This is an optimization exercise on Yosys and OpenROAD, whose aim is small area, a short achievable clock period and few clock cycles, not a production implementation.
The RTL was checked by simulation tests, not by an equivalence proof against the original design.
No activity file was given, so power comes from the tool's default toggle rates.

==> inputs of juniper <==
==> flow/design.v (excerpt) <==
module cdb_core (
    input  wire        clk,
    input  wire        rst,           
    output wire        mem_req,
    output wire        mem_we,
    output wire [15:0] mem_addr,
    output wire [7:0]  mem_wdata,
    input  wire        mem_ready,
    input  wire [7:0]  mem_rdata,
    output wire        out_valid,     
    output wire [7:0]  out_data,
    output wire        done,          
    output reg         terminated,    
    output reg  [2:0]  fault_cause,   
    output wire [15:0] fault_pc,      
    output wire [16:0] fault_info,
    input  wire [5:0]  rr_id,         
    output wire [15:0] rr_data
);
==> flow/config.mk <==
export PLATFORM = sky130hd
export DESIGN_NAME = cdb_core
export DESIGN_NICKNAME = cdb_core
export VERILOG_FILES = /design/flow/design.v
export SDC_FILE = /design/flow/constraint.sdc
export NUM_CORES = 4
export LEC_CHECK = 0
export CAP_MARGIN = 10
export CORE_MARGIN = 2
export CORE_UTILIZATION = 40
export PLACE_DENSITY = 0.55
export SETUP_SLACK_MARGIN = 5
export SLEW_MARGIN = 10
export TNS_END_PERCENT = 100
==> flow/constraint.sdc <==
create_clock -name core_clock -period 12.0 [get_ports {clk}]
set_input_delay 2.4000 -clock core_clock [delete_from_list [all_inputs] [get_ports {clk}]]
set_output_delay 2.4000 -clock core_clock [all_outputs]
set_load 0.01 [all_outputs]
run.sh (not shown) runs the stock make flow with config.mk's settings and CLKGATE_MAP_FILE= SYNTH_SCRIPT=/design/flow/synth_recipe.tcl, a recipe that flattens the netlist after the stock synthesis.
==> nickel (differences from juniper) <==
--- a/flow/design.v
+++ b/flow/design.v
@@ -46,14 +46,15 @@
     reg  [2:0]  bidx;        
     reg  [15:0] va, vb;      
     reg  [7:0]  rid;         
     reg  [3:0]  cnt;         
     reg         ovf;         
     reg         efault;      
     reg         a_ipt;       
+    reg         dlt;         
     wire st_op    = (state == S_OP);
     wire st_fet   = (state == S_FET);
     wire st_exec  = (state == S_EXEC);
     wire st_iter  = (state == S_ITER);
     wire st_push2 = (state == S_PUSH2);
     wire st_pop2  = (state == S_POP2);
     wire st_mset2 = (state == S_MSET2);
@@ -168,38 +169,37 @@
             default: cmp_bit = !eq;           
         endcase
     end
     wire        mul_fin  = (va[15:1] == 15'd0) || (vb[14:0] == 15'd0);
     wire        div_ok   = ac1[15] | cout;
     wire        div_skip = (ac1 == 16'd0) && (va[15:12] == 4'd0) && (cnt <= 4'd12);
     wire [4:0]  cnt_sum  = {1'b0, cnt} + (div_skip ? 5'd4 : 5'd1);
-    wire        div_fin  = cnt_sum[4];
+    wire        div_fin  = cnt_sum[4] | dlt;
     wire        dm_zero  = (vb == 16'd0);
     wire        ex_skip  = (va[15:12] == 4'd0) & !lt;
     wire [3:0]  sh_rem   = st_exec ? vb[3:0] : cnt;
     wire        sh_big   = (vb[15:4] != 12'd0);
     wire        sh_four  = (sh_rem[3:2] != 2'd0);
     wire        sh_one   = !sh_four && (sh_rem != 4'd0);
     wire [3:0]  sh_left  = sh_rem - (sh_four ? 4'd4 : {3'd0, sh_one});
     wire        sh_fin   = (sh_left == 4'd0) || (st_exec && sh_big);
     wire        vs_left = c_shl | c_dm;
-    wire        vs_4    = c_dm ? (st_exec ? ex_skip : div_skip) : (c_shift & sh_four);
-    wire        vs_1    = c_dm ? (st_iter & !div_skip) : (c_mul | (c_shift & sh_one));
+    wire        vs_4    = c_dm ? (st_exec ? ex_skip : (div_skip & !dlt)) : (c_shift & sh_four);
+    wire        vs_1    = c_dm ? (st_iter & !div_skip & !dlt) : (c_mul | (c_shift & sh_one));
     wire        vs_bit  = c_dm & div_ok;
     wire [15:0] vsh = vs_4 ? (vs_left ? {va[11:0], 4'd0} : {4'd0, va[15:4]}) :
                       vs_1 ? (vs_left ? {va[14:0], vs_bit} : {1'b0, va[15:1]}) : va;
     wire it_mul   = (st_exec | st_iter) & c_mul;
     wire it_shift = (st_exec | st_iter) & c_shift;
     wire it_dm    = st_iter & c_dm;
     wire iter_fin = (c_mul & mul_fin) | (c_dm & div_fin) | (c_shift & sh_fin);
     wire ex_un_ipt = c_un & op[0] & (rid == 8'd0);
     wire ex_simple = c_logic | c_add | c_sub | c_min | c_max | c_cmp | c_jmp |
                      c_wr | c_swap | c_flush | c_nop | (c_un & !ex_un_ipt) |
-                     (c_shift & sh_fin) | (c_mul & mul_fin) |
-                     (c_dm & !dm_zero & lt);
+                     (c_shift & sh_fin) | (c_mul & mul_fin);
     wire retire  = (st_exec & ex_simple) | (st_iter & iter_fin);
     wire ofetch  = st_op | (retire & !oinp);
     wire ex_mem  = c_push | c_pp | c_mset | c_read;
     wire fetch_inp = oinp & (st_op | st_fet | st_iter | (st_exec & !ex_mem));
     wire [7:0] fbyte = fetch_inp ? (oaddr[0] ? inp[15:8] : inp[7:0]) : mem_rdata;
     wire ok_op    = ofetch & (oinp | mem_ready);
     wire fb_legal = f_legal(fbyte);
@@ -259,22 +259,21 @@
                       w_tst ? 6'd4 :
                       w_spt ? 6'd1 :
                       w_inp ? {5'b01000, mset_inpw & vb[0]} : 6'd2;
     wire r_logic = st_exec & (c_logic | c_inv);
     wire r_sum   = (st_exec & ((c_un & !c_inv) | c_add | c_sub)) |
                    spt_step | st_rd2 | st_fix |
                    (it_mul & va[0]) |
-                   (it_dm & div_ok & !(div_fin & c_div));
+                   (it_dm & !dlt & div_ok & !(div_fin & c_div));
     wire r_x     = (it_mul & !va[0]) |
-                   (it_dm & !div_ok & !(div_fin & c_div)) |
-                   (st_exec & c_dm & lt & c_mod) |
+                   (it_dm & !dlt & !div_ok & !(div_fin & c_div)) |
                    (st_exec & ((c_min & lt) | (c_max & !lt) | c_jmp));
     wire r_vb    = st_exec & ((c_min & !lt) | (c_max & lt));
     wire r_vsh   = (it_shift & !(st_exec & sh_big)) |
-                   (it_dm & div_fin & c_div);
+                   (it_dm & (dlt ? c_mod : (div_fin & c_div)));
     wire r_ac2   = st_exec & c_swap;
     wire r_cmp   = st_exec & c_cmp;
     wire r_mset  = mset_any;
     wire [15:0] res = ({16{r_logic}} & logic_res) |
                       ({16{r_sum}}   & sum) |
                       ({16{r_x}}     & X) |
                       ({16{r_vb}}    & vb) |
@@ -371,15 +370,14 @@
     wire vb_en   = vb_C | vb_L | vb_P | vb_M | vb_A;
     reg [3:0] nstate;
     always @* begin
         nstate = state;
         if (st_op | retire) begin
             nstate = !ok_op ? S_OP :
                      !fb_legal ? S_FIX :
-                     (fbyte == 8'h6A) ? S_STOP :
                      (fb_len == 3'd1) ? S_EXEC : S_FET;
         end else if (st_fet) begin
             if (fet_fault)                    nstate = S_FIX;
             else if (ok_fet && last_byte)     nstate = S_EXEC;
         end else if (st_exec) begin
             if (ex_fault)                     nstate = S_FIX;
             else if (ex_un_ipt)               nstate = S_OP;
@@ -422,16 +420,15 @@
     always @(posedge clk) begin
         if (rst) begin
             state       <= S_OP;
             terminated  <= 1'b0;
             fault_cause <= 3'd0;
         end else begin
             state <= nstate;
-            if ((st_exec & c_term) | (op_good & fbyte == 8'h6A))
-                terminated <= 1'b1;
+            if (st_exec & c_term) terminated  <= 1'b1;
             if (any_fault)        fault_cause <= fcause;
         end
         if (any_fault) efault <= st_exec;
         if (va_lo_en) va[7:0]  <= va_lo_d;
         if (va_hi_en) va[15:8] <= va_hi_d;
         if (vb_en)    vb       <= vb_d;
         if (ok_op)    op       <= fbyte;
@@ -442,9 +439,10 @@
             bidx <= bidx + 3'd1;
         if ((fa & is_regbyte) | (ok_fet & bad_reg)) rid <= fbyte;
         if (ok_op)
             a_ipt <= 1'b0;
         else if (fa & is_regbyte)
             a_ipt <= (fbyte == 8'd0);
         if (cnt_en) cnt <= cnt_d;
+        if (st_exec) dlt <= lt;
     end
 endmodule
- PLACE_DENSITY: 0.55 -> 0.7
==> run summary <==
Tcrit/Tclk final: juniper 63.0%; nickel 60.7%
Layout non-clock buf frac: juniper 10.6%; nickel 10.9%
Flip-flop and latch share of the layout cell area: juniper 31.0%; nickel 32.0%
Routed wirelength normalized by instance count: juniper 38.5 µm; nickel 37.0 µm
Initial antenna violation count: juniper 7; nickel 4
Number of buffers other than clock buffers in the final layout: juniper 363; nickel 354
Die outline width: juniper 250 µm; nickel 246 µm
Int Power: juniper 3.72 mW; nickel 3.63 mW
Fillers: juniper 5610; nickel 5382
Wirelength, routed: juniper 142 mm; nickel 134 mm
Final-layout clock-cell area share: juniper 4.29%; nickel 4.38%
Run status: juniper timing/DRC/antenna clean; nickel timing/DRC/antenna clean
RR Endpoint: juniper vb[1]; nickel rf[14][11]
Testbench counts of juniper, summed over its fixed seeds: cycles 297,315.
Testbench counts of nickel, summed over its fixed seeds: cycles 298,728.

-- separate check: timing with driven ports --
How much do the figures lean on ideal ports? The routed layouts below were timed once more, with nothing changed but the port constraints. Step 1 assumes that a clkbuf_16 drives the clock port and a buf_2 every other input. Step 2 times the ports against the registers' clock, not the clock port: input delays grow and output delays shrink by t, the midpoint of the rising clock arrivals with the driver on. a / b / c = no drivers / after step 1 / after step 2; a / b = the first two.
| run | t, ns | setup slack, ns | latest minus earliest clock arrival (ns) | cell pins on the clock port's net |
|---|---|---|---|---|
| juniper | 0.648 | 4.440 / 4.375 / 4.375 | 0.012 / 0.012 | 1 |
| nickel | 0.625 | 4.722 / 4.682 / 4.682 | 0.036 / 0.035 | 1 |
After both steps setup and hold are still met in every run listed. The setup slack of juniper, which loses most, moves by -0.065 ns with the drivers and by -0.065 ns with both steps.
